Source: an optimization exercise on an open RTL-to-GDS flow (aim: small area, a short achievable clock period and few clock cycles per item). Production flows keep margins and buffers that such runs may drop. In this exercise RTL edits were held to simulation tests only and were not proved equivalent to the original. Power and IR drop assume default switching activity. No driver is modelled on the clock port, so clocking that relies on it looks cheaper here than on a real chip.

File: flow/flow/run.sh
#!/bin/bash
# The standard layout (standard.sh, ORFS synthesis to finish), with two
# changes to how cells are chosen:
#  - port buffers are buf_1 cells (ORFS otherwise picks clkdlybuf4s50_1);
#  - clock tree synthesis uses no dummy loads, and clusters of up to 32 sinks.
# Each step's full output is kept in this folder: make.log here, and ORFS's
# per-step logs under orfs/logs.
set -euo pipefail
export BUFFER_PORTS_ARGS="-buffer_cell sky130_fd_sc_hd__buf_1"
export CTS_ARGS="-sink_clustering_enable -repair_clock_nets -dont_use_dummy_load -sink_clustering_size 32 -sink_clustering_max_diameter 100"
bash ./standard.sh finish > make.log 2>&1
File: flow/standard.sh
#!/bin/bash
# synth_recipe.tcl (not shown) runs the flow's synth.tcl, then flattens the netlist and writes it again
# the make line also repeats each setting of config.mk as NAME=value (left out here)
make -C /OpenROAD-flow-scripts/flow DESIGN_CONFIG=/design/flow/config.mk WORK_HOME=/design/flow/orfs CLKGATE_MAP_FILE= SYNTH_SCRIPT=/design/flow/synth_recipe.tcl "${@:-finish}"
File: flow/config.mk
export PLATFORM = sky130hd
export DESIGN_NAME = cfl_parse
export DESIGN_NICKNAME = cfl_parse
export VERILOG_FILES = /design/flow/design.v
export SDC_FILE = /design/flow/constraint.sdc
export NUM_CORES = 4
export LEC_CHECK = 0
export CAP_MARGIN = 20
export CORE_MARGIN = 2
export CORE_UTILIZATION = 60
export PLACE_DENSITY = 0.75
export SETUP_SLACK_MARGIN = 3.5
export SLEW_MARGIN = 20
File: flow/constraint.sdc
create_clock -name core_clock -period 6.0 [get_ports {clk}]
set_input_delay 1.2000 -clock core_clock [delete_from_list [all_inputs] [get_ports {clk}]]
set_output_delay 1.2000 -clock core_clock [all_outputs]
set_load 0.01 [all_outputs]
File: flow/design.v
module cfl_parse (
    input  wire        clk,
    input  wire        rst,
    input  wire        in_valid,
    output wire        in_ready,
    input  wire [7:0]  in_data,
    input  wire        in_last,
    input  wire [7:0]  in_ch,
    output reg         res_valid,
    output wire [3:0]  res_code,
    output reg         pok,
    output wire [7:0]  pch,
    output wire [63:0] pf1_mant,
    output wire [63:0] pf2_mant,
    output wire [63:0] pf3_mant,
    output wire [63:0] pf4_mant,
    output wire [63:0] pf5_mant,
    output wire [7:0]  pf1_scale,
    output wire [7:0]  pf2_scale,
    output wire [7:0]  pf3_scale,
    output wire [7:0]  pf4_scale,
    output wire [7:0]  pf5_scale,
    output reg  [7:0]  pgas_off,
    output reg  [7:0]  pgas_len
);
    localparam W = 61;      
    localparam A = 60;      
    reg  [3:0]  clr;         
    reg         rdy;
    assign in_ready = rdy;
    reg         v0;          
    reg         l0;          
    reg  [4:0]  e0;          
    reg         sp0, dig0, dot0, plus0, minus0;
    reg         chm0;        
    reg         legal0;      
    reg  [2:0]  chc0;        
    reg  [7:0]  pos;
    reg         in_tok;
    reg  [2:0]  ntok;        
    reg         tok0_ok;
    reg         numbad;
    reg         cur_gas;     
    reg  [A-1:0] acc;
    reg          neg;
    reg          pnt;
    reg  [4:0]   ndig;       
    reg  [4:0]   nscale;
    reg          bad;
    reg  [W-1:0] t1, t2, t3, t4;
    reg  [4:0]   s1, s2, s3, s4;
    reg          ci1, ci2, ci3, ci4;     
    reg  [7:0]   t_goff;
    reg  [7:0]   t_glen;
    reg          commit_q;   
    reg          lq;         
    reg          sq, kq;     
    reg  [1:0]   cq;         
    reg  [2:0]   hq;         
    reg  [5:2]   st;         
    reg  [4:0]   ph;         
    reg          q0v, q1v;   
    reg          q0s, q1s;   
    reg  [1:0]   q0c, q1c;   
    reg          q0k, q1k;   
    reg  [2:0]   q0h, q1h;   
    reg  [W-1:0] m0, m1, m2, m3, m4;     
    reg  [4:0]   c0, c1, c2, c3, c4;
    reg  [3:0]   pchq;       
    reg  [2:0]   rc;         
    assign pf1_mant = {{(64-W){m0[W-1]}}, m0};
    assign pf2_mant = {{(64-W){m1[W-1]}}, m1};
    assign pf3_mant = {{(64-W){m2[W-1]}}, m2};
    assign pf4_mant = {{(64-W){m3[W-1]}}, m3};
    assign pf5_mant = {{(64-W){m4[W-1]}}, m4};
    assign pf1_scale = {3'd0, c0};
    assign pf2_scale = {3'd0, c1};
    assign pf3_scale = {3'd0, c2};
    assign pf4_scale = {3'd0, c3};
    assign pf5_scale = {3'd0, c4};
    assign pch = {1'b0, pchq[3], 1'b0, pchq[2], pchq[2], 1'b0, pchq[1], pchq[0]};
    assign res_code = {1'b0, rc};
    wire        clearing = (clr != 4'd0);
    wire        tstart   = v0 && !sp0 && !in_tok;        
    wire        tmore    = v0 && !sp0 && in_tok;         
    wire        tclose   = v0 && sp0 && in_tok;          
    wire        st_num   = (ntok >= 3'd1) && (ntok <= 3'd5);     
    wire        cur_num  = (ntok >= 3'd2) && (ntok <= 3'd6);     
    wire        cur_14   = (ntok >= 3'd2) && (ntok <= 3'd5);     
    wire        num_fail = bad || (ndig == 5'd0) || (ndig > 5'd18);
    wire [A-1:0] xa      = {acc[A-4:0], e0[4:2]};
    wire [A-1:0] xb      = {acc[A-2:0], e0[1]};
    wire         cin     = e0[0];
    wire [A-1:0] gp [0:6];
    wire [A-1:0] pp [0:6];
    assign gp[0] = xa & xb;
    assign pp[0] = xa ^ xb;
    genvar l, i;
    generate
        for (l = 0; l < 6; l = l + 1) begin : lvl
            for (i = 0; i < A; i = i + 1) begin : bt
                if ((i >> l) & 1) begin : comb
                    localparam integer J = ((i >> l) << l) - 1;
                    assign gp[l+1][i]  = gp[l][i] | (pp[l][i] & gp[l][J]);
                    assign pp[l+1][i]  = pp[l][i] & pp[l][J];
                end else begin : pass
                    assign gp[l+1][i]  = gp[l][i];
                    assign pp[l+1][i]  = pp[l][i];
                end
            end
        end
    endgenerate
    wire [A-1:0] cy      = {gp[6][A-2:0] | (pp[6][A-2:0] & {(A-1){cin}}), cin};
    wire [A-1:0] acc10   = pp[0] ^ cy;
    wire [W-1:0] accout  = {neg, acc};
    wire [14:0]  inc3    = t4[14:0]  ^ ({15{ci4}} & {&t4[13:0],  &t4[12:0],  &t4[11:0],  &t4[10:0],  &t4[9:0],
                                                     &t4[8:0],  &t4[7:0],   &t4[6:0],   &t4[5:0],   &t4[4:0],
                                                     &t4[3:0],  &t4[2:0],   &t4[1:0],   t4[0],      1'b1});
    wire [14:0]  inc2    = t3[29:15] ^ ({15{ci3}} & {&t3[28:15], &t3[27:15], &t3[26:15], &t3[25:15], &t3[24:15],
                                                     &t3[23:15], &t3[22:15], &t3[21:15], &t3[20:15], &t3[19:15],
                                                     &t3[18:15], &t3[17:15], &t3[16:15], t3[15],     1'b1});
    wire [14:0]  inc1    = t2[44:30] ^ ({15{ci2}} & {&t2[43:30], &t2[42:30], &t2[41:30], &t2[40:30], &t2[39:30],
                                                     &t2[38:30], &t2[37:30], &t2[36:30], &t2[35:30], &t2[34:30],
                                                     &t2[33:30], &t2[32:30], &t2[31:30], t2[30],     1'b1});
    wire [15:0]  inc0    = t1[60:45] ^ ({16{ci1}} & {&t1[59:45], &t1[58:45], &t1[57:45], &t1[56:45], &t1[55:45],
                                                     &t1[54:45], &t1[53:45], &t1[52:45], &t1[51:45], &t1[50:45],
                                                     &t1[49:45], &t1[48:45], &t1[47:45], &t1[46:45], t1[45], 1'b1});
    wire [W-1:0] t1out   = {inc0, t1[44:0]};
    wire         feeding = commit_q || (st != 4'd0);
    wire         ins     = feeding || (clearing && clr <= 4'd5);
    wire         num_byte = (tstart && st_num) || (tmore && cur_num);
    wire         acc_clr = clearing || (tclose && cur_14) || lq;
    wire [3:0]   ein      = neg_next ? 4'd9 - in_data[3:0] : in_data[3:0];
    wire         neg_next = acc_clr ? 1'b0 : (tstart && st_num) ? minus0 : neg;
    wire         shift   = clearing || (tclose && cur_14) || commit_q ||
                           st[2] || st[3] || st[4];
    wire        last     = v0 && l0;
    wire        ntok7    = (ntok == 3'd7) || (tstart && ntok == 3'd6);
    wire        gstart   = tstart && (ntok == 3'd6);
    wire        succ     = legal0 && ntok7 && tok0_ok && !numbad;
    wire [1:0]  code     = !legal0  ? 2'd3 :
                           !ntok7   ? 2'd1 :
                           !tok0_ok ? 2'd2 :
                           numbad   ? 2'd3 : 2'd0;
    wire        push     = lq;
    wire        pop      = st[5] || (q0v && !q0s && ph[4] && !feeding);
    wire        q0v_next = push || q1v || (q0v && !pop);
    wire        q1v_next = push ? (q0v && !(pop && !q1v)) || q1v : (q1v && !pop);
    wire        take_last = in_valid && rdy && in_last;
    always @(posedge clk) begin
        v0     <= in_valid && rdy && !rst;
        l0     <= in_last;
        e0     <= {ein[3] ? 3'b111 : ein[2:0], ein[3], ein[3] & ein[0]};
        sp0    <= (in_data == 8'h20);
        dig0   <= (in_data[7:4] == 4'h3) && (in_data[3:0] <= 4'd9);
        dot0   <= (in_data == 8'h2E);
        plus0  <= (in_data == 8'h2B);
        minus0 <= (in_data == 8'h2D);
        chm0   <= (in_data == in_ch);
        legal0 <= (in_ch == 8'h41) || (in_ch == 8'h42) ||
                  (in_ch == 8'h43) || (in_ch == 8'h5A);
        chc0   <= {in_ch[3], in_ch[1], in_ch[0]};
        if (acc_clr)
            acc <= {A{1'b0}};
        else if (tstart && st_num && minus0)
            acc <= {A{1'b1}};
        else if (num_byte && dig0)
            acc <= acc10;
        neg <= neg_next;
        if (clearing) begin
            nscale <= 5'd0;
        end else if (tstart && st_num) begin
            pnt    <= dot0;
            ndig   <= dig0 ? 5'd1 : 5'd0;
            nscale <= 5'd0;
            bad    <= !(dig0 || plus0 || minus0 || dot0);
        end else if (tmore && cur_num) begin
            if (dig0) begin
                if (ndig != 5'd19) begin
                    ndig <= ndig + 5'd1;
                    if (pnt)
                        nscale <= nscale + 5'd1;
                end
            end else if (dot0) begin
                if (pnt)
                    bad <= 1'b1;
                pnt <= 1'b1;
            end else begin
                bad <= 1'b1;
            end
        end
        if (shift) begin
            t1 <= {t2[60:45], inc1, t2[29:0]};
            t2 <= {t3[60:30], inc2, t3[14:0]};
            t3 <= {t4[60:15], inc3};
            t4 <= accout;
            ci1 <= ci2 & (&t2[44:30]);
            ci2 <= ci3 & (&t3[29:15]);
            ci3 <= ci4 & (&t4[14:0]);
            ci4 <= neg;
            s1 <= s2; s2 <= s3; s3 <= s4; s4 <= nscale;
        end
        m0 <= m1; m1 <= m2; m2 <= m3; m3 <= m4; m4 <= ins ? t1out : m0;
        c0 <= c1; c1 <= c2; c2 <= c3; c3 <= c4; c4 <= ins ? s1 : c0;
        if (commit_q || clr == 4'd1) begin
            pgas_off <= t_goff;
            pgas_len <= t_glen;
        end
        if (rst) begin
            rdy       <= 1'b0;
            clr       <= 4'd10;
            pos       <= 8'd0;
            in_tok    <= 1'b0;
            ntok      <= 3'd0;
            tok0_ok   <= 1'b0;
            numbad    <= 1'b0;
            cur_gas   <= 1'b0;
            t_goff    <= 8'd0;
            t_glen    <= 8'd0;
            commit_q  <= 1'b0;
            lq        <= 1'b0;
            st        <= 4'd0;
            ph        <= 5'd1;
            q0v       <= 1'b0;
            q1v       <= 1'b0;
            res_valid <= 1'b0;
            rc        <= 3'd0;
            pok       <= 1'b0;
            pchq      <= 4'd0;
        end else begin
            if (clearing)
                clr <= clr - 4'd1;
            rdy <= (clr <= 4'd1) && !(q1v_next || (q0v_next && (last || take_last)) || (last && take_last));
            if (v0) begin
                if (gstart) begin
                    t_goff <= pos;
                    t_glen <= 8'd1;
                end
                if (tmore && cur_gas)
                    t_glen <= t_glen + 8'd1;
                if (last) begin
                    pos     <= 8'd0;
                    in_tok  <= 1'b0;
                    ntok    <= 3'd0;
                    numbad  <= 1'b0;
                    cur_gas <= 1'b0;
                end else begin
                    pos    <= pos + 8'd1;
                    in_tok <= !sp0;
                    if (tstart) begin
                        if (ntok != 3'd7)
                            ntok <= ntok + 3'd1;
                        if (ntok == 3'd0)
                            tok0_ok <= chm0;
                        cur_gas <= (ntok == 3'd6);
                    end
                    if (tmore && ntok == 3'd1)
                        tok0_ok <= 1'b0;
                    if (tclose && cur_num && num_fail)
                        numbad <= 1'b1;
                end
            end
            commit_q <= last && succ;
            lq       <= last;
            sq       <= succ;
            cq       <= code;
            kq       <= !legal0;
            hq       <= chc0;
            st <= {st[4:2], commit_q};
            ph <= st[5] ? 5'd1 : {ph[3:0], ph[4]};
            q0v <= q0v_next;
            q1v <= q1v_next;
            if (pop) begin
                q0s <= q1s; q0c <= q1c; q0k <= q1k; q0h <= q1h;
            end
            if (push && !(q0v && !(pop && !q1v))) begin
                q0s <= sq; q0c <= cq; q0k <= kq; q0h <= hq;
            end
            if (push && q0v && !(pop && !q1v)) begin
                q1s <= sq; q1c <= cq; q1k <= kq; q1h <= hq;
            end
            res_valid <= pop;
            if (pop) begin
                rc <= {q0c != 2'd0, q0c == 2'd3, q0c == 2'd2};
                if (q0s) begin
                    pok  <= 1'b1;
                    pchq <= {1'b1, q0h};
                end else if (!q0k) begin
                    pok  <= 1'b0;
                end
            end
        end
    end
endmodule
==> results of run 1 <==
-- cell families (layout without fill, tap and decap cells) --
group | count (synthesis) | in the layout | synth area share [%]
buffers and inverters | 114 | 525 | 2.18
AND/OR/NAND/NOR | 363 | 367 | 6.73
multiplexers | 62 | 62 | 2.69
XOR/XNOR | 137 | 137 | 4.66
other | 1 | 19 | 0.0146
flip-flops | 782 | 782 | 72.9
AO/OA/AOI/OAI | 297 | 297 | 6.96
adder cells (fa/ha/maj) | 79 | 79 | 3.86
-- cell type report --
cell class	instances	share of cell area, %
clock buffer	28	2.32
inverter	35	0.436
multi-input combinational	961	25.5
sequential	782	62.6
tap	539	2.24
timing repair buffer	462	6.93
-- sequential cells by signal (all words and copies together) (netlist names), 8 cells and up --
register	cells
acc	60
m0	61
m1	61
m2	61
m3	61
m4	61
pgas_len	8
pgas_off	8
pos	8
t1	61
t2	61
t3	61
t4	60
t_glen	8
t_goff	8
-- layer usage --
layer  global-route usage, %  wire, um  vias up
li1                        -         -     7270
met1                    26.7     20500     7313
met2                    35.1     24100      446
met3                    2.88      2470       86
met4                    5.22      1290        0
met5                       0         0        -
-- what timing repair did --
action / 4_1_cts / 5_1_grt
hold buffers: 0 / 0
resized for setup: 124 / 105
gates cloned: 4 / 1
pin swaps: 43 / 69
buffers inserted: 38 / 25
endpoints found under the setup margin: 246 / 175
-- worst paths after layout --
| path | from | endpoint | slack (ns) | depth (start not counted) |
|---|---|---|---|---|
| worst max-delay path | acc[18]$_SDFFE_PP0P_ | acc[45]$_SDFFE_PP0P_ | 3.22 | 12 |
| worst min-delay path | m3[24]$_DFF_P_ | m2[24]$_DFF_P_ | 0.35 | 0 |
| worst max register to register | acc[18]$_SDFFE_PP0P_ | acc[45]$_SDFFE_PP0P_ | 3.22 | 12 |
| worst min register to register | m3[24]$_DFF_P_ | m2[24]$_DFF_P_ | 0.35 | 0 |
-- power breakdown --
part           internal (W)  switching, W  total, W
Clock              0.000843       0.00141   0.00225
Combinational      0.000426      0.000804   0.00123
Sequential          0.00642      0.000441   0.00686
-- Yosys cell counts (3+ instances only) --
master / count / area [um^2]
edfxtp_1: 311 / 9340
o21ai_1: 7 / 35.0
nand3_1: 32 / 160
or2_2: 7 / 43.8
clkbuf_1: 41 / 154
o21bai_1: 4 / 30.0
o21ai_0: 79 / 395
buf_4: 35 / 263
inv_1: 35 / 131
nor2_1: 111 / 417
and2_1: 11 / 68.8
xor2_1: 60 / 526
nand2b_1: 11 / 68.8
xnor2_1: 77 / 674
o21a_1: 15 / 113
ha_1: 77 / 963
o22ai_1: 5 / 31.3
nand4_1: 19 / 119
mux2_2: 58 / 653
or3_1: 7 / 43.8
dfxtp_1: 471 / 9430
nor2b_1: 12 / 75.1
and4_1: 7 / 61.3
a21o_1: 12 / 90.1
a21oi_1: 128 / 641
nor4_1: 5 / 31.3
o211a_1: 5 / 50.1
mux2i_1: 4 / 40.0
nor3_1: 24 / 120
and3_1: 17 / 106
a31oi_1: 7 / 43.8
a211oi_1: 4 / 30.0
a21oi_2: 3 / 26.3
nand2_1: 90 / 338
-- per-stage QoR --
| step | instance area, um^2 | power (W) | worst slack, ns |
|---|---|---|---|
| final | 30200 | 0.0103 | 3.22 |
| after global routing | 30200 | 0.0108 | 3.05 |
| after CTS | 29500 | 0.0105 | 3.35 |
| after detailed placement | 27800 | 0.00823 | 3.04 |
| after global placement | 27800 | 0.00818 | 3.14 |
| after floorplan | 26000 | 0.00757 | 3.45 |
-- worst register-to-register path: stages (launching register included) --
cell and delay, ns:
dfxtp_1 0.50, ha_4 0.28, a211oi_2 0.25, o21bai_2 0.12
nor2_1 0.16, o31a_4 0.19, a31oi_4 0.13, buf_6 0.16
a211oi_4 0.28, nor2b_1 0.10, nor2_1 0.18, xor2_1 0.22
a21oi_1 0.11
==> impl_metrics.tcl, run 1 <==
set metrics [dict create \
    cts.sinks 782 \
    worst_setup_path_end_kind "flip-flop" \
    gp_congestion 0.818 \
    grt_overflow_total 0 \
    hold_viol_final 0 \
    hold_ws_ns 0.350 \
    peakVddDrop_v 0.000284 \
    antennaDiodeCount 0 \
    tritoncts "done" \
    cp-start-kind "flip-flop" \
    grt_first_pass_wirelength_mm 72.9 \
    dieArea_um2 44600 \
    grtUsageTotal_pct 20.2 \
    grt_max_degree 71 \
    timing.final.crit_share_pct 46.4 \
    final_cell_mix "426 x dfxtp_1, 391 x buf_1, 311 x edfxtp_1, 102 x a21oi_1, 99 x nor2_1" \
    synth_cell_types 70 \
    run_status "no timing/DRC/antenna violations" \
    wl_per_cell_um 17.2 \
    tightest_slew_ns 0.742 \
    first_pass_iters 5 \
    clockBufferDepth 3 \
    synth_edf_count 311 \
    fp.coreArea_um2 42100 \
    synth_flop_cell "dfxtp_1" \
    initial_core_util_pct 61.1 \
    power-per-cell-area_nw_per_um2 343 \
    dieHeight_um 211 \
    die_x_um 211 \
    fin_skew_ns 0.0446 \
    nets 2368 \
    cp_slowest_cell "dfxtp_1" \
    worstSkewPairLatency_ns 0.59 \
    timing.fmax_mhz 359 \
    path_delay_family "compound AO/OA/AOI/OAI gates" \
    num-fill-cells 2766 \
    vias 15115 \
    async_flop_share_pct 0 \
    layout_commonest_cell "dfxtp_1" \
    placedCellCount 2711 \
    yosysWarningCount 1 \
    crit_top_cell "nor2_1" \
    slowest_delay_ns 0.50 \
    grt_pass1_vias 14371 \
    syn_area_per_cell_um2 14.0 \
    placementRows 75 \
    drt_iter0_markers 852 \
    drv_slew 0 \
    hp-class "flip-flop to flip-flop" \
    cap_violations 0 \
    h-tree-depth 1 \
    vias_per_cell 5.38 \
    relSlewSlack_pct 50.5 \
    clockRootBuffer "clkbuf_16" \
    io_pins 411 \
    antenna_left 0 \
    ff_latch_area_um2 18900 \
    numCtsBuffers 28 \
    tns_ns 0 \
    arrival_ns 3.26 \
    portBuffers 391 \
    antenna_found_initial 0 \
    min_period_ns 2.78 \
    syn_area_um2 25700 \
    fin_util_pct 71.6 \
    dp_hpwl_mm 31.0 \
    multi_input_area_um2 7680 \
    remaining_drc_errors 0 \
    rsz0062_at_grt "yes" \
    synthCells 1835 \
    cp_num_buf_inv 1 \
    ys_seq_elements 782 \
    path_class "flip-flop to flip-flop" \
    critPathMaxFanout 5 \
    path_clk_slew_ns 0.12 \
    required_ns 6.48 \
    cp_cell_sequence "ha_4, a211oi_2, o21bai_2, nor2_1, o31a_4, a31oi_4, buf_6, a211oi_4, nor2b_1, nor2_1, xor2_1, a21oi_1" \
    stdcell_count 2807 \
    drive_gt1_share_pct 16.2 \
    p_leak_nw 11.6 \
    setup_viol 0 \
    drt_wl_total_mm 48.4 \
    yosysSeqAreaShare_pct 72.9 \
    areaGrowthSynthToFinish_pct 17.1 \
]
Testbench counts, summed over its fixed seeds: cycles 71,194, lines 1,600.
==> inputs of run 2 (changes only) <==
--- a/flow/config.mk
+++ b/flow/config.mk
@@ -8,6 +8,5 @@
 export CAP_MARGIN = 20
 export CORE_MARGIN = 2
-export CORE_UTILIZATION = 60
-export PLACE_DENSITY = 0.75
-export SETUP_SLACK_MARGIN = 3.5
+export CORE_UTILIZATION = 40
+export SETUP_SLACK_MARGIN = 3.8
 export SLEW_MARGIN = 20
==> run 2 against run 1 <==
Net effect:
- still clean on timing, DRC and antenna
- fmax is 6.4% higher
- sequential share of layout area is 8.0 points lower
- clock skew is 0.032 ns higher
- first-iteration DRC count is 12% higher
- synthesized area stayed put
- die area is 49% higher
- global-route usage is 4.0 points lower
- routed wire length is 19% higher
- critical path type unchanged
- largest power group unchanged
- highest routed layer unchanged
==> impl_metrics.tcl, run 2 <==
set metrics [dict create \
    run_status "no timing/DRC/antenna violations" \
    dieHeight_um 258 \
    relSlewSlack_pct 55.6 \
    worst_slack_ns 3.38 \
    timing.fmax_mhz 382 \
    yosysMostFrequentCell "dfxtp_1" \
    min_period_ns 2.62 \
    worst_setup_path_end_kind "flip-flop" \
    cp_cell_sequence "ha_4, a211oi_4, o21ai_2, o211ai_2, a21boi_2, or2_1, or3_4, a41o_1, a21oi_2, xor2_1, a21oi_1" \
    areaGrowthSynthToFinish_pct 37.3 \
    vias 15705 \
    antennaDiodeCount 0 \
    hold_ws_ns 0.328 \
    yosys-top-cells-area "dfxtp_1 37%, edfxtp_1 36%, ha_1 3.7%, xnor2_1 2.6%, mux2_2 2.5%" \
    synth_flop_cell "dfxtp_1" \
    gp_congestion 0.822 \
    antenna_found_initial 0 \
    min_path_cells 0 \
    grtUsageTotal_pct 16.2 \
    grt_max_degree 63 \
    grt_pass1_vias 15603 \
    synth_cell_types 70 \
    clockRootBuffer "clkbuf_16" \
    arrival_ns 3.09 \
    ys_top_cells_by_count "471 x dfxtp_1, 311 x edfxtp_1, 128 x a21oi_1" \
    clockBufferDepth 3 \
    hold_start "m1[25]$_DFF_P_" \
    yosysWarningCount 1 \
    cts.sinks 782 \
    tightest_slew_ns 0.666 \
    first_pass_iters 5 \
    tns_ns 0 \
    pre_cts_ws_ns 3.12 \
    drive_gt1_share_pct 52.5 \
    syn_area_per_cell_um2 14.0 \
    rsz0062_at_grt "yes" \
    synthCells 1835 \
    portBuffers 391 \
    async_flop_share_pct 0 \
    power-per-cell-area_nw_per_um2 352 \
    critPathMaxFanout 6 \
    io_pins 411 \
    cts_hold_buf 0 \
    synth_top_area_cell "dfxtp_1" \
    cp_slowest_cell "or3_4" \
    required_ns 6.48 \
    grt_overflow_total 0 \
    fin_skew_ns 0.0769 \
    layout_commonest_cell "buf_6" \
    final_area_um2 35400 \
    hold_viol_final 0 \
    tritoncts "done" \
    nets 2531 \
    grt_first_pass_wirelength_mm 86.3 \
    dieArea_um2 66400 \
    antenna_left 0 \
    rr_endpoint "acc[52]$_SDFFE_PP0P_" \
    p_leak_nw 14.6 \
    dp_hpwl_mm 33.1 \
    slowest_delay_ns 0.43 \
    path_clk_slew_ns 0.12 \
    ys_seq_elements 782 \
    remaining_drc_errors 0 \
    stdcell_count 3286 \
    fp.coreArea_um2 64000 \
    syn_area_um2 25700 \
    path_class "flip-flop to flip-flop" \
    worstSkewPairLatency_ns 0.58 \
    h-tree-depth 2 \
    cap_violations 0 \
    yosys.area.top_type_share_pct 36.6 \
    vias_per_cell 4.78 \
    die_x_um 258 \
    peakVddDrop_v 0.000202 \
    rr_worst_depth 11 \
    hp-class "flip-flop to flip-flop" \
    cp-start-kind "flip-flop" \
    r2r_start "acc[34]$_SDFFE_PP0P_" \
    drt_wl_total_mm 57.6 \
    setup_viol 0 \
    drt_iter0_markers 951 \
    wl_per_cell_um 17.5 \
    r2r_setup_slack_ns 3.38 \
    final_cell_mix "364 x buf_6, 349 x dfxtp_2, 311 x edfxtp_1, 201 x buf_4, 100 x a21oi_1" \
    timing.final.crit_share_pct 43.6 \
    placedCellCount 3027 \
    drv_slew 0 \
    min_to "m0[25]$_DFF_P_" \
    numCtsBuffers 35 \
    synth_edf_count 311 \
    placed_area_um2 28400 \
    yosysSeqAreaShare_pct 72.9 \
    initial_core_util_pct 40.2 \
    placementRows 93 \
]
[run 2: changes by cell type in the layout (fill, tap and decap cells not counted), sizes merged]
cell,before,now
nand2,91,95
clkbuf,28,51
bufbuf,0,1
buf,462,599
nor2b,15,13
[run 2: timing repair]
| item | CTS | global route |
|---|---|---|
| gates resized for setup | 1190 | 132 |
| pin swaps | 55 | 74 |
| buffers inserted | 119 | 93 |
| setup endpoints to repair | 664 | 705 |
| gates cloned | 9 | 3 |
[run 2: power breakdown]
| part | switching, W | internal [W] | leakage [nW] |
|---|---|---|---|
| combinational | 0.000963 | 0.00168 | 6.49 |
| sequential | 0.000637 | 0.00658 | 7.65 |
| clock | 0.00152 | 0.00105 | 0.431 |
[run 2: worst max-delay path by stage]
| stage | start | to | slack, ns | cells after the start |
|---|---|---|---|---|
| 6_report | acc[34]$_SDFFE_PP0P_ | acc[52]$_SDFFE_PP0P_ | 3.38 | 11 |
| 5_1_grt | acc[13]$_SDFFE_PP0P_ | acc[59]$_SDFFE_PP0P_ | 3.23 | 10 |
| 4_1_cts | acc[6]$_SDFFE_PP0P_ | acc[43]$_SDFFE_PP0P_ | 3.36 | 11 |
| 3_5_place_dp | v0$_DFF_P_ | t1[17]$_DFFE_PP_ | 3.12 | 5 |
| 3_3_place_gp | v0$_DFF_P_ | t3[18]$_DFFE_PP_ | 3.18 | 5 |
| 2_1_floorplan | acc[32]$_SDFFE_PP0P_ | acc[52]$_SDFFE_PP0P_ | 3.45 | 12 |
[run 2: cell type report]
cell class / count / area, um^2
Fill cell: 4932 / 28600
Sequential cell: 782 / 19300
Multi-Input combinational cell: 963 / 7840
Timing Repair Buffer: 616 / 6120
Tap cell: 855 / 1070
Clock buffer: 35 / 876
Inverter: 35 / 131
[run 2: routing by layer]
metal  up-vias  wire length, um  track usage [%]  share of wire, %
met2       329            30100             29.2                52
met5         -                0                0                 0
met3        72             2250             2.54               3.9
met1      7688            23800             20.0                41
li1       7616                -                -                 -
met4         0             1400             4.45               2.4
[run 2: worst max-delay path, delay by kind of cell, from the launching register on]
family / cells / cell delay, ns
flip-flops: 1 / 0.38
AO/OA/AOI/OAI: 7 / 1.05
AND/OR/NAND/NOR: 2 / 0.66
XOR/XNOR: 1 / 0.15
adder cells (fa/ha/maj): 1 / 0.27
[run 2: per-stage QoR]
step           util (%)  power [W]
2_1_floorplan         -    0.00758
3_3_place_gp       44.4    0.00823
3_5_place_dp       44.4    0.00826
4_1_cts            53.2     0.0123
5_1_grt            55.2     0.0130
6_report           55.2     0.0124
[run 2: cells by family after synthesis]
| group | count (synthesis) | synth area share, % |
|---|---|---|
| flops | 782 | 72.9 |
| simple gates | 363 | 6.73 |
| compound gates | 297 | 6.96 |
| xor+xnor | 137 | 4.66 |
| buf+inv | 114 | 2.18 |
| fa+ha+maj | 79 | 3.86 |
| mux | 62 | 2.69 |
| other cells | 1 | 0.0146 |
==> inputs of run 3 (changes only) <==
--- a/flow/config.mk
+++ b/flow/config.mk
@@ -9,4 +9,4 @@
 export CORE_MARGIN = 2
 export CORE_UTILIZATION = 40
-export SETUP_SLACK_MARGIN = 3.8
+export SETUP_SLACK_MARGIN = 3.3
 export SLEW_MARGIN = 20
==> run 3 against run 2 <==
Net effect:
- critical endpoint is now acc[43]$_SDFFE_PP0P_
- final area is 16% lower
- final cell count is 6.3% lower
- highest routed layer unchanged
- core utilization is 8.8 points lower
- synthesized area stayed put
- fmax is 4.6% lower
- clock skew is 0.010 ns lower
==> impl_metrics.tcl, run 3 <==
set metrics [dict create \
    gp_congestion 0.836 \
    yosysWarningCount 1 \
    tns_ns 0 \
    initial_core_util_pct 40.2 \
    drt_iter0_markers 994 \
    dieHeight_um 258 \
    synthXorXnorAreaFrac_pct 4.66 \
    cp_num_buf_inv 0 \
    die_x_um 258 \
    antenna_left 0 \
    rsz0062_at_grt "yes" \
    vias 14672 \
    ys_seq_elements 782 \
    dieArea_um2 66400 \
    grt_first_pass_wirelength_mm 75.5 \
    grtUsageTotal_pct 13.8 \
    ys_top_cells_by_count "471 x dfxtp_1, 311 x edfxtp_1, 128 x a21oi_1" \
    placedCellCount 3026 \
    synth_flop_cell "dfxtp_1" \
    fin_skew_ns 0.0666 \
    syn_area_per_cell_um2 14.0 \
    setup_viol 0 \
    dp_hpwl_mm 33.0 \
    final_cell_mix "440 x dfxtp_1, 391 x buf_1, 311 x edfxtp_1, 118 x a21oi_1, 107 x nor2_1" \
    combPwrFrac_pct 11.5 \
    nets 2325 \
    grt_max_degree 143 \
    yosysSeqAreaShare_pct 72.9 \
    pwr-share-clk_pct 22.6 \
    timing.final.crit_share_pct 45.7 \
    synth_edf_count 311 \
    hp-class "flip-flop to flip-flop" \
    grt_overflow_total 0 \
    cp_cell_sequence "ha_4, a21oi_2, o21ai_2, a21oi_4, or4_4, a31oi_4, a21bo_1, a21o_1, a21o_2, mux2i_1, a21oi_1" \
    peakVddDrop_v 0.000301 \
    p_sw_w 0.00271 \
    synth_top_area_cell "dfxtp_1" \
    synth_fa_ha_area_share_pct 3.86 \
    intPower_w 0.00775 \
    cp_slowest_cell "or4_4" \
    switching_share_pct 25.9 \
    worst_setup_path_end_kind "flip-flop" \
    slowest_delay_ns 0.58 \
    antenna_found_initial 0 \
    wl_per_cell_um 16.1 \
    remaining_drc_errors 0 \
    areaGrowthSynthToFinish_pct 15.5 \
    grt_pass1_vias 14221 \
    cp-start-kind "flip-flop" \
    portBuffers 391 \
    placementRows 93 \
    critPathMaxFanout 4 \
    drt_wl_total_mm 49.6 \
    fp.coreArea_um2 64000 \
    vias_per_cell 4.76 \
    numCtsBuffers 30 \
    drv_slew 0 \
    path_delay_family "compound AO/OA/AOI/OAI gates" \
    path_class "flip-flop to flip-flop" \
    async_flop_share_pct 0 \
    synth-simple-area-share_pct 6.73 \
    syn_area_um2 25700 \
    h-tree-depth 1 \
    tightest_slew_ns 0.996 \
    relSlewSlack_pct 33.6 \
    stdcell_count 3080 \
    tritoncts "done" \
    placed_area_um2 28000 \
    synth_cell_types 70 \
    min_period_ns 2.74 \
    final_area_um2 29700 \
    synth_compound_area_share_pct 6.96 \
    clockRootBuffer "clkbuf_16" \
    worstSkewPairLatency_ns 0.64 \
    io_pins 411 \
    clockBufferDepth 3 \
    p_leak_nw 11.4 \
    drive_gt1_share_pct 11.5 \
    cts_hold_buf 0 \
    first_pass_iters 5 \
    path_clk_slew_ns 0.12 \
    synthMuxAreaShare_pct 2.69 \
    timing.fmax_mhz 364 \
    cts.sinks 782 \
    cap_violations 0 \
    arrival_ns 3.23 \
    hold_viol_final 0 \
    synth_top_family_by_area "compound AO/OA/AOI/OAI gates" \
    yosys.area.top_type_share_pct 36.6 \
    synthCells 1835 \
    layout_commonest_cell "dfxtp_1" \
    required_ns 6.48 \
    yosysMostFrequentCell "dfxtp_1" \
    antennaDiodeCount 0 \
    num-fill-cells 5707 \
    pwr-share-seq_pct 65.9 \
    yosys-top-cells-area "dfxtp_1 37%, edfxtp_1 36%, ha_1 3.7%, xnor2_1 2.6%, mux2_2 2.5%" \
    power-per-cell-area_nw_per_um2 352 \
    run_status "no timing/DRC/antenna violations" \
]
==> run 3: changes by cell type in the layout (fill, tap and decap cells not counted), moves of 18 or more <==
cell and delta:
buf_1 +370, dfxtp_2 -327, buf_4 -184, dfxtp_4 -22, buf_6 -357, dfxtp_1 +349, a21oi_1 +18
==> run 3: logic make-up after synthesis <==
kind of cell	after synthesis
buffers and inverters	114
muxes	62
DFF	782
other	1
and+or+nand+nor	363
AOI/OAI and AO/OA	297
xor gates and xnor gates	137
adders and majority gates	79
==> run 3: final cells by class <==
| class | instances | area [um^2] | share of cell area, % |
|---|---|---|---|
| inverter | 35 | 131 | 0.442 |
| multi-input combinational | 960 | 7210 | 24.2 |
| clock buffer | 30 | 751 | 2.52 |
| tap | 855 | 1070 | 3.60 |
| sequential | 782 | 18800 | 63.3 |
| timing repair buffer | 418 | 1750 | 5.90 |
==> run 3: metal layers <==
| metal | GRT usage, % | vias to the layer above | routed length [um] |
|---|---|---|---|
| met5 | 0 | - | 0 |
| met4 | 3.50 | 0 | 1050 |
| met3 | 1.92 | 64 | 2240 |
| met2 | 24.5 | 314 | 24500 |
| met1 | 17.7 | 7111 | 21800 |
| li1 | - | 7183 | - |
==> run 3: power groups by stage <==
stage / combinational (W) / sequential, W / clock [W]
detailed placement: 0.00121 / 0.00704 / 0
CTS: 0.00122 / 0.00692 / 0.00247
global route: 0.00131 / 0.00701 / 0.00264
global placement: 0.00122 / 0.00701 / 0
finish: 0.00120 / 0.00689 / 0.00237
floorplan: 0.000373 / 0.00720 / 0
==> run 3: final timing paths <==
path,startpoint,end,slack [ns],cells after the start
max,acc[6]$_SDFFE_PP0P_,acc[43]$_SDFFE_PP0P_,3.26,11
min,m2[31]$_DFF_P_,m1[31]$_DFF_P_,0.33,0
max reg2reg,acc[6]$_SDFFE_PP0P_,acc[43]$_SDFFE_PP0P_,3.26,11
min reg2reg,m2[31]$_DFF_P_,m1[31]$_DFF_P_,0.33,0
==> run 3: per-stage QoR <==
| stage | hold slack [ns] | total power [W] | worst slack, ns | util [%] |
|---|---|---|---|---|
| 2_1_floorplan | 0.382 | 0.00758 | 3.31 | - |
| 3_3_place_gp | 0.334 | 0.00822 | 3.12 | 43.8 |
| 3_5_place_dp | 0.333 | 0.00825 | 2.90 | 43.8 |
| 4_1_cts | 0.341 | 0.0106 | 3.25 | 45.7 |
| 5_1_grt | 0.348 | 0.0110 | 3.13 | 46.5 |
| 6_report | 0.331 | 0.0105 | 3.26 | 46.5 |
==> run 3: timing repair <==
item                       4_1_cts  5_1_grt
resized for setup               72       86
gates cloned                     1        3
pin swaps                       13       36
setup endpoints to repair      213      217
buffers inserted                 8       12
==> inputs of run 4 (changes only) <==
--- a/flow/config.mk
+++ b/flow/config.mk
@@ -9,4 +9,4 @@
 export CORE_MARGIN = 2
 export CORE_UTILIZATION = 40
-export SETUP_SLACK_MARGIN = 3.3
+export SETUP_SLACK_MARGIN = 3.6
 export SLEW_MARGIN = 20
==> run 4 against run 3 <==
Net effect:
- synthesized cell count unchanged
- first-iteration DRC count decreased by 16%
- core utilization rose by 1.7 points
- clock power grew 8%
- synthesized area stayed put
- sequential cell count did not move
- clock-buffer cell count is 5 higher
- die area did not move
- final area increased by 3.7%
- critical endpoint unchanged
==> impl_metrics.tcl, run 4 <==
set metrics [dict create \
    run_status "no timing/DRC/antenna violations" \
    min_to "m1[12]$_DFF_P_" \
    areaGrowthSynthToFinish_pct 19.8 \
    synth_top_area_cell "dfxtp_1" \
    relSlewSlack_pct 51.0 \
    drv_slew 0 \
    drt_iter0_markers 834 \
    antenna_left 0 \
    timing.fmax_mhz 372 \
    synth_flop_cell "dfxtp_1" \
    required_ns 6.45 \
    clockBufferDepth 3 \
    synth_edf_count 311 \
    h-tree-depth 2 \
    syn_area_per_cell_um2 14.0 \
    grt_max_degree 75 \
    tightest_slew_ns 0.734 \
    clockRootBuffer "clkbuf_16" \
    min_path_cells 0 \
    antenna_found_initial 1 \
    antennaDiodeCount 0 \
    power-per-cell-area_nw_per_um2 345 \
    grt_pass1_vias 14736 \
    vias 14841 \
    fp.coreArea_um2 64000 \
    fin_skew_ns 0.0507 \
    dieArea_um2 66400 \
    rr_worst_depth 12 \
    hp-class "flip-flop to flip-flop" \
    critPathMaxFanout 5 \
    dieHeight_um 258 \
    worst_setup_path_end_kind "flip-flop" \
    timing.final.crit_share_pct 44.7 \
    p_leak_nw 11.8 \
    cts.sinks 782 \
    min_period_ns 2.68 \
    rsz0062_at_grt "yes" \
    numCtsBuffers 35 \
    remaining_drc_errors 0 \
    cap_violations 0 \
    path_clk_slew_ns 0.11 \
    drt_wl_total_mm 49.5 \
    path_class "flip-flop to flip-flop" \
    cp-start-kind "flip-flop" \
    die_x_um 258 \
    first_pass_iters 4 \
    rr_endpoint "acc[43]$_SDFFE_PP0P_" \
    dp_hpwl_mm 31.5 \
    peakVddDrop_v 0.000214 \
    placementRows 93 \
    worstSkewPairLatency_ns 0.59 \
    r2r_setup_slack_ns 3.32 \
    grtUsageTotal_pct 14.1 \
    arrival_ns 3.14 \
    yosysSeqAreaShare_pct 72.9 \
    grt_overflow_total 0 \
    grt_first_pass_wirelength_mm 77.3 \
    hold_start "m2[12]$_DFF_P_" \
    setup_viol 0 \
    num-fill-cells 5599 \
    vias_per_cell 4.74 \
    synth_cell_types 70 \
    tns_ns 0 \
    fin_util_pct 48.2 \
    yosys.area.top_type_share_pct 36.6 \
    portBuffers 391 \
    ys_top_cells_by_count "471 x dfxtp_1, 311 x edfxtp_1, 128 x a21oi_1" \
    io_pins 411 \
    ys_seq_elements 782 \
    gp_congestion 0.804 \
    yosysWarningCount 1 \
    yosys-top-cells-area "dfxtp_1 37%, edfxtp_1 36%, ha_1 3.7%, xnor2_1 2.6%, mux2_2 2.5%" \
    drive_gt1_share_pct 17.9 \
    wl_per_cell_um 15.8 \
    nets 2376 \
    final_cell_mix "415 x dfxtp_1, 383 x buf_1, 311 x edfxtp_1, 102 x a21oi_1, 96 x nor2_1" \
    r2r_start "acc[26]$_SDFFE_PP0P_" \
    tritoncts "done" \
    async_flop_share_pct 0 \
    initial_core_util_pct 40.2 \
    hold_viol_final 0 \
    yosysMostFrequentCell "dfxtp_1" \
    layout_commonest_cell "dfxtp_1" \
    syn_area_um2 25700 \
    synthCells 1835 \
]
-- run 4: changes by cell type in the layout (fill, tap and decap cells not counted), sizes merged --
cell,before,now
clkbuf,31,41
nand2,92,93
o21a,16,15
buf,417,458
-- run 4: timing repair --
action                                  4_1_cts  5_1_grt
buffers inserted                             33       31
pin swaps                                    38       81
gates cloned                                  2        2
endpoints found under the setup margin      267      292
hold buffers                                  0        0
gates resized for setup                     143      119
-- run 4: power by group --
part	total [W]	internal, W	switching, W	leakage, nW
registers	0.00686	0.00642	0.000439	7.52
logic	0.00122	0.000431	0.000789	3.81
clock network	0.00256	0.00105	0.00151	0.431
-- run 4: worst max-delay path, stage by stage, from the launching register on --
cell and delay (ns):
dfxtp_4 0.39, ha_4 0.26, a21o_1 0.15, a21o_1 0.20
a221oi_2 0.26, o31a_4 0.23, a31oi_4 0.11, buf_4 0.15
a21bo_1 0.18, a21o_1 0.20, a21o_2 0.22, mux2i_1 0.15
a21oi_1 0.08
-- run 4: worst max-delay path by stage --
| stage | startpoint | to | cells after the start |
|---|---|---|---|
| 6_report | acc[26]$_SDFFE_PP0P_ | acc[43]$_SDFFE_PP0P_ | 12 |
| 3_3_place_gp | clr[0]$_SDFFE_PP0N_ | t3[1]$_DFFE_PP_ | 6 |
| 3_5_place_dp | commit_q$_SDFF_PP0_ | q0c[1]$_DFFE_PP_ | 5 |
| 5_1_grt | acc[26]$_SDFFE_PP0P_ | acc[43]$_SDFFE_PP0P_ | 12 |
| 2_1_floorplan | acc[32]$_SDFFE_PP0P_ | acc[52]$_SDFFE_PP0P_ | 12 |
| 4_1_cts | acc[24]$_SDFFE_PP0P_ | acc[45]$_SDFFE_PP0P_ | 13 |
-- run 4: metal layers --
| metal | vias to the layer above | track usage (%) | wire length (um) |
|---|---|---|---|
| met1 | 7143 | 18.1 | 21900 |
| met3 | 78 | 2.16 | 2070 |
| li1 | 7292 | - | - |
| met5 | - | 0 | 0 |
| met4 | 0 | 4.82 | 1300 |
| met2 | 328 | 24.4 | 24200 |
-- run 4: logic make-up after synthesis --
logic type | share of synthesized area (%)
other | 0.0146
flip-flops | 72.9
multiplexers | 2.69
XOR/XNOR | 4.66
AND/OR/NAND/NOR | 6.73
AO/OA/AOI/OAI | 6.96
buffers and inverters | 2.18
adder cells (fa/ha/maj) | 3.86
-- run 4: layout make-up --
type / instances / area [um^2] / area share [%]
Sequential cell: 782 / 18900 / 61.3
Multi-Input combinational cell: 960 / 7730 / 25.1
Timing Repair Buffer: 464 / 2150 / 6.96
Tap cell: 855 / 1070 / 3.47
Clock buffer: 35 / 876 / 2.84
Inverter: 35 / 131 / 0.426
-- run 4: stage by stage --
step	hold WS (ns)	power (W)	instance area (um^2)	worst slack (ns)	std cells
global placement	0.332	0.00820	28200	3.11	3027
global route	0.290	0.0112	30800	3.20	3131
floorplan	0.382	0.00758	26100	3.45	1853
detailed placement	0.334	0.00823	28300	3.00	3028
finish	0.295	0.0106	30800	3.32	3131
CTS	0.295	0.0108	30100	3.32	3098
==> inputs of run 5 (changes only) <==
--- a/flow/design.v
+++ b/flow/design.v
@@ -61,8 +61,8 @@
     reg  [4:0]   ph;         
     reg          q0v, q1v;   
-    reg          q0s, q1s;   
+    reg          q0s;        
     reg  [1:0]   q0c, q1c;   
     reg          q0k, q1k;   
-    reg  [2:0]   q0h, q1h;   
+    reg  [2:0]   q0h;        
     reg  [W-1:0] m0, m1, m2, m3, m4;     
     reg  [4:0]   c0, c1, c2, c3, c4;
@@ -272,5 +272,5 @@
             q1v <= q1v_next;
             if (pop) begin
-                q0s <= q1s; q0c <= q1c; q0k <= q1k; q0h <= q1h;
+                q0s <= 1'b0; q0c <= q1c; q0k <= q1k;
             end
             if (push && !(q0v && !(pop && !q1v))) begin
@@ -278,5 +278,5 @@
             end
             if (push && q0v && !(pop && !q1v)) begin
-                q1s <= sq; q1c <= cq; q1k <= kq; q1h <= hq;
+                q1c <= cq; q1k <= kq;
             end
             res_valid <= pop;
--- a/flow/config.mk
+++ b/flow/config.mk
@@ -6,7 +6,8 @@
 export NUM_CORES = 4
 export LEC_CHECK = 0
+export ABC_AREA = 1
 export CAP_MARGIN = 20
 export CORE_MARGIN = 2
 export CORE_UTILIZATION = 40
-export SETUP_SLACK_MARGIN = 3.6
+export SETUP_SLACK_MARGIN = 3.3
 export SLEW_MARGIN = 20
==> run 5 against run 4 <==
Net effect:
- still clean on timing, DRC and antenna
- fmax is 6.5% higher
- die area is 5.8% higher
- sequential power down 4.7%
- first-iteration DRC count rose by 32%
- critical endpoint is now t1[0]$_DFFE_PP_
- highest routed layer unchanged
==> impl_metrics.tcl, run 5 <==
set metrics [dict create \
    run_status "no timing/DRC/antenna violations" \
    critPathMaxFanout 112 \
    wl_per_cell_um 14.7 \
    combPwrFrac_pct 9.4 \
    io_pins 411 \
    required_ns 6.24 \
    hold_viol_final 0 \
    final_cell_mix "504 x nand2_1, 469 x dfxtp_1, 391 x buf_1, 307 x edfxtp_1, 286 x inv_1" \
    setup_viol 0 \
    path_class "flip-flop to flip-flop" \
    tritoncts "done" \
    relSlewSlack_pct 43.0 \
    pwr-share-seq_pct 66.6 \
    portBuffers 391 \
    die_x_um 265 \
    placementRows 95 \
    tns_ns 0 \
    startpoint "v0$_DFF_P_" \
    worst_slack_ns 3.48 \
    synthCells 2479 \
    switching_share_pct 25.0 \
    placedCellCount 3690 \
    cap_violations 0 \
    power-per-cell-area_nw_per_um2 323 \
    r2r_setup_slack_ns 3.48 \
    path_clk_slew_ns 0.10 \
    yosys.area.top_type_share_pct 34.6 \
    fin_util_pct 45.2 \
    hold_start "m2[58]$_DFF_P_" \
    fp.coreArea_um2 67300 \
    grt_overflow_total 0 \
    grt_max_degree 113 \
    synth_flop_cell "dfxtp_1" \
    cp-start-kind "flip-flop" \
    clockBufferDepth 3 \
    gp_congestion 0.854 \
    first_pass_iters 6 \
    p_leak_nw 13.0 \
    power.total_w 0.00982 \
    yosysSeqAreaShare_pct 68.4 \
    drive_gt1_share_pct 4.62 \
    antennaDiodeCount 0 \
    vias_per_cell 4.66 \
    synth_top_area_cell "dfxtp_1" \
    stdcell_count 3730 \
    min_period_ns 2.52 \
    grt_first_pass_wirelength_mm 88.0 \
    syn_area_um2 27300 \
    antenna_left 0 \
    initial_core_util_pct 40.5 \
    ys_top_cells_by_count "507 x nand2_1, 471 x dfxtp_1, 307 x edfxtp_1" \
    remaining_drc_errors 0 \
    layout_commonest_cell "nand2_1" \
    dp_hpwl_mm 39.0 \
    yosysMostFrequentCell "nand2_1" \
    ys_seq_elements 778 \
    r2r_start "v0$_DFF_P_" \
    cts_hold_buf 0 \
    drt_iter0_markers 1102 \
    numCtsBuffers 30 \
    vias 17387 \
    timing.fmax_mhz 397 \
    pwr-share-clk_pct 24.0 \
    tightest_slew_ns 0.854 \
    drt_wl_total_mm 54.9 \
    worstSkewPairLatency_ns 0.63 \
    grtUsageTotal_pct 15.1 \
    fin_skew_ns 0.0516 \
    pre_cts_ws_ns 2.99 \
    rsz0062_at_grt "yes" \
    h-tree-depth 1 \
    yosysWarningCount 1 \
    p_sw_w 0.00245 \
    drv_slew 0 \
    hp-class "flip-flop to flip-flop" \
    yosys-top-cells-area "dfxtp_1 35%, edfxtp_1 34%, nand2_1 7.0%, inv_1 4.0%, ha_1 3.5%" \
    intPower_w 0.00737 \
    grt_pass1_vias 17158 \
    antenna_found_initial 0 \
    arrival_ns 2.76 \
    syn_area_per_cell_um2 11.0 \
    async_flop_share_pct 0 \
    dieArea_um2 70300 \
    timing.final.crit_share_pct 42.0 \
    cts.sinks 778 \
    worst_setup_path_end_kind "flip-flop" \
    peakVddDrop_v 0.000222 \
    nets 2957 \
    synth_edf_count 307 \
    dieHeight_um 265 \
    synth_cell_types 55 \
    areaGrowthSynthToFinish_pct 11.5 \
    clockRootBuffer "clkbuf_16" \
]
==> run 5: changes by cell type after synthesis, moves of 51 or more <==
cell / change
nand2_1: +417
inv_1: +255
nand3_1: +85
mux2_2: -58
xnor2_1: -58
nor2_1: +51
==> run 5: final cells by class <==
cell class / count / area [um^2]
Multi-Input combinational cell: 1345 / 7150
Inverter: 296 / 1110
Clock buffer: 30 / 751
Sequential cell: 778 / 18700
Tap cell: 873 / 1090
Timing Repair Buffer: 408 / 1650
Fill cell: 6195 / 36900
==> run 5: worst paths after layout <==
kind	endpoint	cells after the start
hold reg to reg	m1[58]$_DFF_P_	0
setup / recovery	t1[0]$_DFFE_PP_	6
hold / removal	m1[58]$_DFF_P_	0
setup reg to reg	t1[0]$_DFFE_PP_	6
==> run 5: routing by layer <==
| layer | GRT usage, % | wire length (um) |
|---|---|---|
| met1 | 19.2 | 24200 |
| met2 | 26.7 | 26900 |
| met3 | 2.14 | 2340 |
| met4 | 4.90 | 1440 |
| met5 | 0 | 0 |
==> run 5: power by group through the flow <==
stage / Combinational [W] / Clock [W] / Sequential (W)
5_1_grt: 0.00102 / 0.00263 / 0.00662
2_1_floorplan: 0.000265 / 0 / 0.00680
3_5_place_dp: 0.000936 / 0 / 0.00667
4_1_cts: 0.000940 / 0.00245 / 0.00655
6_report: 0.000925 / 0.00236 / 0.00654
3_3_place_gp: 0.000938 / 0 / 0.00665
==> run 5: per-stage QoR <==
stage,hold slack [ns],instance area [um^2]
floorplan,0.382,27400
global placement,0.334,29500
detailed placement,0.334,29500
CTS,0.330,30300
global route,0.334,30400
finish,0.325,30400
==> run 5: logic make-up (layout without fill, tap and decap cells) <==
family | count (synthesis) | after routing | synth area share, %
compound gates | 284 | 284 | 5.85
xor+xnor | 64 | 64 | 2.06
fa+ha+maj | 78 | 78 | 3.61
buf+inv | 376 | 734 | 5.86
flops | 778 | 778 | 68.4
other cells | 1 | 19 | 0.0138
simple gates | 898 | 900 | 14.2
==> run 5: critical path, stage by stage (launching register included) <==
cell	delay, ns
dfxtp_1	0.53
inv_2	0.10
nor3_2	0.15
nand2_1	0.11
o21ai_2	0.46
or2_4	0.34
buf_16	0.42
==> run 5: timing repair <==
action	4_1_cts	5_1_grt
setup buffers	5	3
resized for setup	1	10
pin swaps	2	1
cloned	1	1
setup endpoints to repair	241	304
Testbench counts of run 5, summed over its fixed seeds: cycles 71,194, lines 1,600.
==> inputs of run 6 (changes only) <==
--- a/flow/config.mk
+++ b/flow/config.mk
@@ -6,5 +6,4 @@
 export NUM_CORES = 4
 export LEC_CHECK = 0
-export ABC_AREA = 1
 export CAP_MARGIN = 20
 export CORE_MARGIN = 2
==> run 6 against run 5 <==
Net effect:
- register-to-register slack lost 0.19 ns
- sequential power is 4.9% higher
- synthesized area fell by 6.1%
- fmax down 7.1%
- core utilization is 1.7 points higher
- non-clock buffer count up 18
- power up 6.4%
- die area down 6.0%
- critical path depth increased by 4
- clock-buffer cell count unchanged
- clock skew up 0.024 ns
==> impl_metrics.tcl, run 6 <==
set metrics [dict create \
    run_status "no timing/DRC/antenna violations" \
    relSlewSlack_pct 39.0 \
    vias 14605 \
    drt_wl_total_mm 48.9 \
    syn_area_per_cell_um2 14.0 \
    timing.final.crit_share_pct 45.2 \
    syn_area_um2 25600 \
    stdcell_count 3082 \
    remaining_drc_errors 0 \
    final_cell_mix "437 x dfxtp_1, 391 x buf_1, 307 x edfxtp_1, 114 x a21oi_1, 103 x nor2_1" \
    required_ns 6.47 \
    yosys-top-cells-area "dfxtp_1 37%, edfxtp_1 36%, ha_1 3.8%, xnor2_1 2.5%, a21oi_1 2.5%" \
    cp-start-kind "flip-flop" \
    placementRows 92 \
    fin_skew_ns 0.0755 \
    p_leak_nw 11.4 \
    peakVddDrop_v 0.000281 \
    synth_flop_cell "dfxtp_1" \
    path_class "flip-flop to flip-flop" \
    r2r_setup_slack_ns 3.29 \
    path_delay_family "compound AO/OA/AOI/OAI gates" \
    first_pass_iters 5 \
    drive_gt1_share_pct 10.7 \
    initial_core_util_pct 40.5 \
    grt_first_pass_wirelength_mm 75.9 \
    io_pins 411 \
    worstSkewPairLatency_ns 0.64 \
    ys_top_cells_by_count "471 x dfxtp_1, 307 x edfxtp_1, 126 x a21oi_1" \
    h-tree-depth 1 \
    timing.fmax_mhz 369 \
    cap_violations 0 \
    fp.coreArea_um2 63200 \
    ys_seq_elements 778 \
    synth_top_area_cell "dfxtp_1" \
    antennaDiodeCount 0 \
    rsz0062_at_grt "yes" \
    cp_cell_sequence "ha_4, a21o_1, a21o_1, a21o_1, a31o_1, a221o_1, a22o_1, a311oi_4, xor2_1, a21oi_1" \
    slowest_delay_ns 0.37 \
    min_period_ns 2.71 \
    yosysSeqAreaShare_pct 72.8 \
    drv_slew 0 \
    vias_per_cell 4.74 \
    arrival_ns 3.18 \
    yosysMostFrequentCell "dfxtp_1" \
    nets 2336 \
    grt_overflow_total 0 \
    critPathMaxFanout 3 \
    ff_latch_area_um2 18700 \
    grt_max_degree 61 \
    wl_per_cell_um 15.9 \
    tns_ns 0 \
    yosys.area.top_type_share_pct 36.8 \
    worst_setup_path_end_kind "flip-flop" \
    setup_viol 0 \
    antenna_left 0 \
    synthCells 1834 \
    gp_congestion 0.839 \
    numCtsBuffers 30 \
    cp_slowest_cell "dfxtp_4" \
    crit_top_cell "a21o_1" \
    tightest_slew_ns 0.915 \
    dp_hpwl_mm 32.4 \
    yosysWarningCount 1 \
    cp_num_buf_inv 0 \
    synth_edf_count 307 \
    hold_viol_final 0 \
    grtUsageTotal_pct 13.9 \
    power-per-cell-area_nw_per_um2 353 \
    dieHeight_um 257 \
    cts.sinks 778 \
    path_clk_slew_ns 0.11 \
    clockBufferDepth 3 \
    placedCellCount 3019 \
    async_flop_share_pct 0 \
    multi_input_area_um2 7110 \
    dieArea_um2 66100 \
    tritoncts "done" \
    areaGrowthSynthToFinish_pct 15.6 \
    cts_hold_buf 0 \
    die_x_um 257 \
    layout_commonest_cell "dfxtp_1" \
    num-fill-cells 5544 \
    antenna_found_initial 1 \
    drt_iter0_markers 874 \
    grt_pass1_vias 14475 \
    synth_cell_types 64 \
    clockRootBuffer "clkbuf_16" \
    portBuffers 391 \
    hp-class "flip-flop to flip-flop" \
]
[run 6: repair_timing]
item,4_1_cts,5_1_grt
setup endpoints to repair,264,197
resized for setup,54,95
buffers inserted,7,20
pin swaps,13,32
gates cloned,4,2
[run 6: worst paths after layout]
check	start	endpoint	depth (start not counted)
worst max-delay path	acc[48]$_SDFFE_PP0P_	acc[58]$_SDFFE_PP0P_	10
worst min-delay path	m2[15]$_DFF_P_	m1[15]$_DFF_P_	0
worst max register to register	acc[48]$_SDFFE_PP0P_	acc[58]$_SDFFE_PP0P_	10
worst min register to register	m2[15]$_DFF_P_	m1[15]$_DFF_P_	0
[run 6: routing by layer]
| metal | global-route usage, % | vias to the layer above | wire length (um) |
|---|---|---|---|
| li1 | - | 7245 | - |
| met1 | 17.7 | 7020 | 21400 |
| met2 | 24.7 | 283 | 24300 |
| met3 | 2.38 | 57 | 2100 |
| met4 | 3.31 | 0 | 1070 |
| met5 | 0 | - | 0 |
[run 6: cells by family (layout without fill, tap and decap cells)]
logic type	count (synthesis)	after routing	share of synthesized area, %
flops	778	778	72.8
other cells	1	19	0.0146
xor+xnor	134	134	4.58
compound gates	303	304	7.21
fa+ha+maj	78	78	3.84
buf+inv	116	495	2.21
simple gates	365	369	6.76
mux	59	59	2.57
[run 6: final cells by class]
type | count | area share [%]
inverter | 39 | 0.494
timing repair buffer | 426 | 6.20
tap | 846 | 3.57
clock buffer | 30 | 2.53
sequential | 778 | 63.2
multi-input combinational | 963 | 24.0
[run 6: report_power, final]
part | switching (W) | internal (W) | total [W]
logic | 0.000807 | 0.000433 | 0.00124
clock network | 0.00145 | 0.000896 | 0.00234
registers | 0.000454 | 0.00641 | 0.00686
[run 6: per-stage QoR]
step | area [um^2] | worst slack (ns) | util (%) | hold WS, ns | power [W]
after CTS | 29100 | 3.28 | 46.0 | 0.316 | 0.0106
after global routing | 29600 | 3.20 | 46.9 | 0.330 | 0.0110
after detailed placement | 27900 | 2.97 | 44.2 | 0.334 | 0.00826
after global placement | 27900 | 2.93 | 44.1 | 0.334 | 0.00823
after floorplan | 25700 | 3.31 | - | 0.382 | 0.00758
final | 29600 | 3.29 | 46.9 | 0.325 | 0.0104
==> inputs of run 7 (changes only) <==
--- a/flow/design.v
+++ b/flow/design.v
@@ -41,5 +41,5 @@
     reg         tok0_ok;
     reg         numbad;
-    reg         cur_gas;     
+    reg         gcnt;        
     reg  [A-1:0] acc;
     reg          neg;
@@ -51,18 +51,13 @@
     reg  [4:0]   s1, s2, s3, s4;
     reg          ci1, ci2, ci3, ci4;     
-    reg  [7:0]   t_goff;
-    reg  [7:0]   t_glen;
     reg          commit_q;   
     reg          lq;         
-    reg          sq, kq;     
+    reg          kq;         
     reg  [1:0]   cq;         
-    reg  [2:0]   hq;         
     reg  [5:2]   st;         
     reg  [4:0]   ph;         
     reg          q0v, q1v;   
-    reg          q0s;        
     reg  [1:0]   q0c, q1c;   
     reg          q0k, q1k;   
-    reg  [2:0]   q0h;        
     reg  [W-1:0] m0, m1, m2, m3, m4;     
     reg  [4:0]   c0, c1, c2, c3, c4;
@@ -138,5 +133,5 @@
     wire        ntok7    = (ntok == 3'd7) || (tstart && ntok == 3'd6);
     wire        gstart   = tstart && (ntok == 3'd6);
-    wire        succ     = legal0 && ntok7 && tok0_ok && !numbad;
+    wire        gok      = gstart && legal0 && tok0_ok && !numbad;    
     wire [1:0]  code     = !legal0  ? 2'd3 :
                            !ntok7   ? 2'd1 :
@@ -144,5 +139,5 @@
                            numbad   ? 2'd3 : 2'd0;
     wire        push     = lq;
-    wire        pop      = st[5] || (q0v && !q0s && ph[4] && !feeding);
+    wire        pop      = q0v && (st[5] || (ph[4] && !feeding));
     wire        q0v_next = push || q1v || (q0v && !pop);
     wire        q1v_next = push ? (q0v && !(pop && !q1v)) || q1v : (q1v && !pop);
@@ -203,8 +198,4 @@
         m0 <= m1; m1 <= m2; m2 <= m3; m3 <= m4; m4 <= ins ? t1out : m0;
         c0 <= c1; c1 <= c2; c2 <= c3; c3 <= c4; c4 <= ins ? s1 : c0;
-        if (commit_q || clr == 4'd1) begin
-            pgas_off <= t_goff;
-            pgas_len <= t_glen;
-        end
         if (rst) begin
             rdy       <= 1'b0;
@@ -215,7 +206,7 @@
             tok0_ok   <= 1'b0;
             numbad    <= 1'b0;
-            cur_gas   <= 1'b0;
-            t_goff    <= 8'd0;
-            t_glen    <= 8'd0;
+            gcnt      <= 1'b0;
+            pgas_off  <= 8'd0;
+            pgas_len  <= 8'd0;
             commit_q  <= 1'b0;
             lq        <= 1'b0;
@@ -232,11 +223,12 @@
                 clr <= clr - 4'd1;
             rdy <= (clr <= 4'd1) && !(q1v_next || (q0v_next && (last || take_last)) || (last && take_last));
+            if (gok) begin
+                pgas_off <= pos;
+                pgas_len <= 8'd1;
+                pchq     <= {1'b1, chc0};
+            end
+            if (tmore && gcnt)
+                pgas_len <= pgas_len + 8'd1;
             if (v0) begin
-                if (gstart) begin
-                    t_goff <= pos;
-                    t_glen <= 8'd1;
-                end
-                if (tmore && cur_gas)
-                    t_glen <= t_glen + 8'd1;
                 if (last) begin
                     pos     <= 8'd0;
@@ -244,5 +236,5 @@
                     ntok    <= 3'd0;
                     numbad  <= 1'b0;
-                    cur_gas <= 1'b0;
+                    gcnt    <= 1'b0;
                 end else begin
                     pos    <= pos + 8'd1;
@@ -253,5 +245,5 @@
                         if (ntok == 3'd0)
                             tok0_ok <= chm0;
-                        cur_gas <= (ntok == 3'd6);
+                        gcnt <= gok;
                     end
                     if (tmore && ntok == 3'd1)
@@ -261,10 +253,8 @@
                 end
             end
-            commit_q <= last && succ;
+            commit_q <= gok;
             lq       <= last;
-            sq       <= succ;
             cq       <= code;
             kq       <= !legal0;
-            hq       <= chc0;
             st <= {st[4:2], commit_q};
             ph <= st[5] ? 5'd1 : {ph[3:0], ph[4]};
@@ -272,8 +262,8 @@
             q1v <= q1v_next;
             if (pop) begin
-                q0s <= 1'b0; q0c <= q1c; q0k <= q1k;
+                q0c <= q1c; q0k <= q1k;
             end
             if (push && !(q0v && !(pop && !q1v))) begin
-                q0s <= sq; q0c <= cq; q0k <= kq; q0h <= hq;
+                q0c <= cq; q0k <= kq;
             end
             if (push && q0v && !(pop && !q1v)) begin
@@ -283,10 +273,8 @@
             if (pop) begin
                 rc <= {q0c != 2'd0, q0c == 2'd3, q0c == 2'd2};
-                if (q0s) begin
-                    pok  <= 1'b1;
-                    pchq <= {1'b1, q0h};
-                end else if (!q0k) begin
-                    pok  <= 1'b0;
-                end
+                if (q0c == 2'd0)
+                    pok <= 1'b1;
+                else if (!q0k)
+                    pok <= 1'b0;
             end
         end
==> run 7 against run 6 <==
Net effect:
- final area decreased by 3.5%
- combinational power about the same
- first-iteration DRC count rose by 3.0%
- clock skew decreased by 0.010 ns
- largest cell class unchanged
==> impl_metrics.tcl, run 7 <==
set metrics [dict create \
    run_status "no timing/DRC/antenna violations" \
    antenna_found_initial 1 \
    cp_cell_sequence "ha_4, a21o_1, a21o_1, a221o_1, a311o_1, o21ai_4, o31ai_4, o21ai_1, mux2_4, a21oi_2" \
    arrival_ns 3.27 \
    cts.sinks 754 \
    dieArea_um2 64100 \
    synth_top_area_cell "dfxtp_1" \
    placementRows 91 \
    placedCellCount 2933 \
    required_ns 6.52 \
    yosysSeqAreaShare_pct 72.2 \
    grtUsageTotal_pct 13.6 \
    cts_hold_buf 0 \
    synthCells 1802 \
    tns_ns 0 \
    antenna_left 0 \
    final_cell_mix "435 x dfxtp_1, 389 x buf_1, 283 x edfxtp_1, 128 x a21oi_1, 110 x nor2_1" \
    ys_seq_elements 754 \
    slowest_delay_ns 0.41 \
    h-tree-depth 1 \
    yosysMostFrequentCell "dfxtp_1" \
    hp-class "flip-flop to flip-flop" \
    peakVddDrop_v 0.000217 \
    clockBufferDepth 3 \
    setup_viol 0 \
    synth_edf_count 283 \
    timing.final.crit_share_pct 45.8 \
    tritoncts "done" \
    dp_hpwl_mm 31.4 \
    fp.coreArea_um2 61500 \
    rr_endpoint "acc[52]$_SDFFE_PP0P_" \
    worstSkewPairLatency_ns 0.63 \
    path_class "flip-flop to flip-flop" \
    worst_slack_ns 3.25 \
    synth_cell_types 64 \
    remaining_drc_errors 0 \
    timing.fmax_mhz 364 \
    wl_per_cell_um 15.6 \
    cp-endpoint "acc[52]$_SDFFE_PP0P_" \
    vias 14192 \
    fin_skew_ns 0.0651 \
    tightest_slew_ns 0.916 \
    ys_top_cells_by_count "471 x dfxtp_1, 283 x edfxtp_1, 140 x a21oi_1" \
    rsz0062_at_grt "yes" \
    final_area_um2 28600 \
    critPathMaxFanout 4 \
    synth_flop_cell "dfxtp_1" \
    async_flop_share_pct 0 \
    drt_iter0_markers 900 \
]
[run 7: cell count changes after synthesis, sizes merged, moves of 8 or more]
| cell | before | now |
|---|---|---|
| o21a | 12 | 4 |
| a21oi | 126 | 141 |
| edfxtp | 307 | 283 |
| xor2 | 60 | 69 |
| xnor2 | 74 | 66 |
| nor3 | 31 | 9 |
[run 7: how the worst min path moves through the flow]
stage,start,end,slack [ns],cells past startpoint
global placement,c1[0]$_DFF_P_,c0[0]$_DFF_P_,0.33,0
CTS,m3[8]$_DFF_P_,m2[8]$_DFF_P_,0.32,0
finish,m3[8]$_DFF_P_,m2[8]$_DFF_P_,0.32,0
global route,m3[8]$_DFF_P_,m2[8]$_DFF_P_,0.34,0
detailed placement,m1[26]$_DFF_P_,m0[26]$_DFF_P_,0.33,0
floorplan,c1[0]$_DFF_P_,c0[0]$_DFF_P_,0.38,0
[run 7: kinds of logic (layout without fill, tap and decap cells)]
family                     after synthesis  in the layout  share of synthesized area [%]
AOI/OAI and AO/OA                      298            298                           6.99
xor gates and xnor gates               135            135                           4.76
adders and majority gates               78             78                           3.96
muxes                                   64             64                           2.87
DFF                                    754            754                           72.2
other                                    1             20                         0.0151
buffers and inverters                  109            477                           2.19
and+or+nand+nor                        363            364                           6.97
[run 7: worst max-delay path, delay by kind of cell, from the launching register on]
family	cells	cell delay (ns)
muxes	1	0.32
DFF	1	0.38
AOI/OAI and AO/OA	8	1.73
adders and majority gates	1	0.25
[run 7: area by class of cell]
class                      count  area (um^2)  share of cell area, %
sequential                   754        18000                   63.0
clock buffer                  29          726                   2.54
inverter                      32          120                  0.420
antenna                        1         2.50                0.00876
timing repair buffer         416         1750                   6.11
tap                          790          988                   3.46
multi-input combinational    958         6990                   24.5
[run 7: routing by layer]
| metal | GRT usage (%) | wire length (um) | up-vias |
|---|---|---|---|
| li1 | - | - | 7065 |
| met1 | 17.5 | 20400 | 6802 |
| met3 | 2.44 | 2300 | 59 |
| met5 | 0 | 0 | - |
| met2 | 23.3 | 22600 | 266 |
| met4 | 4.34 | 1190 | 0 |
[run 7: power breakdown]
group          leakage [nW]  switching, W  total [W]  internal [W]
logic                  3.44      0.000811    0.00124      0.000432
clock network         0.357       0.00143    0.00230      0.000869
registers              7.25      0.000441    0.00666       0.00622
[run 7: what timing repair did]
action / CTS / global route
pin swaps: 5 / 37
buffers inserted: 4 / 11
gates cloned: 1 / 1
setup endpoints to repair: 264 / 202
gates resized for setup: 55 / 87
[run 7: stage by stage]
stage	hold WS (ns)	util [%]
2_1_floorplan	0.382	-
3_3_place_gp	0.331	44.0
3_5_place_dp	0.333	44.0
4_1_cts	0.318	45.7
5_1_grt	0.338	46.5
6_report	0.325	46.5
Testbench counts of run 7, summed over its fixed seeds: cycles 71,183, lines 1,600.

Check on run 7: ideal ports give 3.249 ns setup slack; a clkbuf_16 on the clock port and buf_2 on the inputs give 3.249 ns; moving port delays by the midpoint clock arrival (0.649 ns) as well gives 3.046 ns.
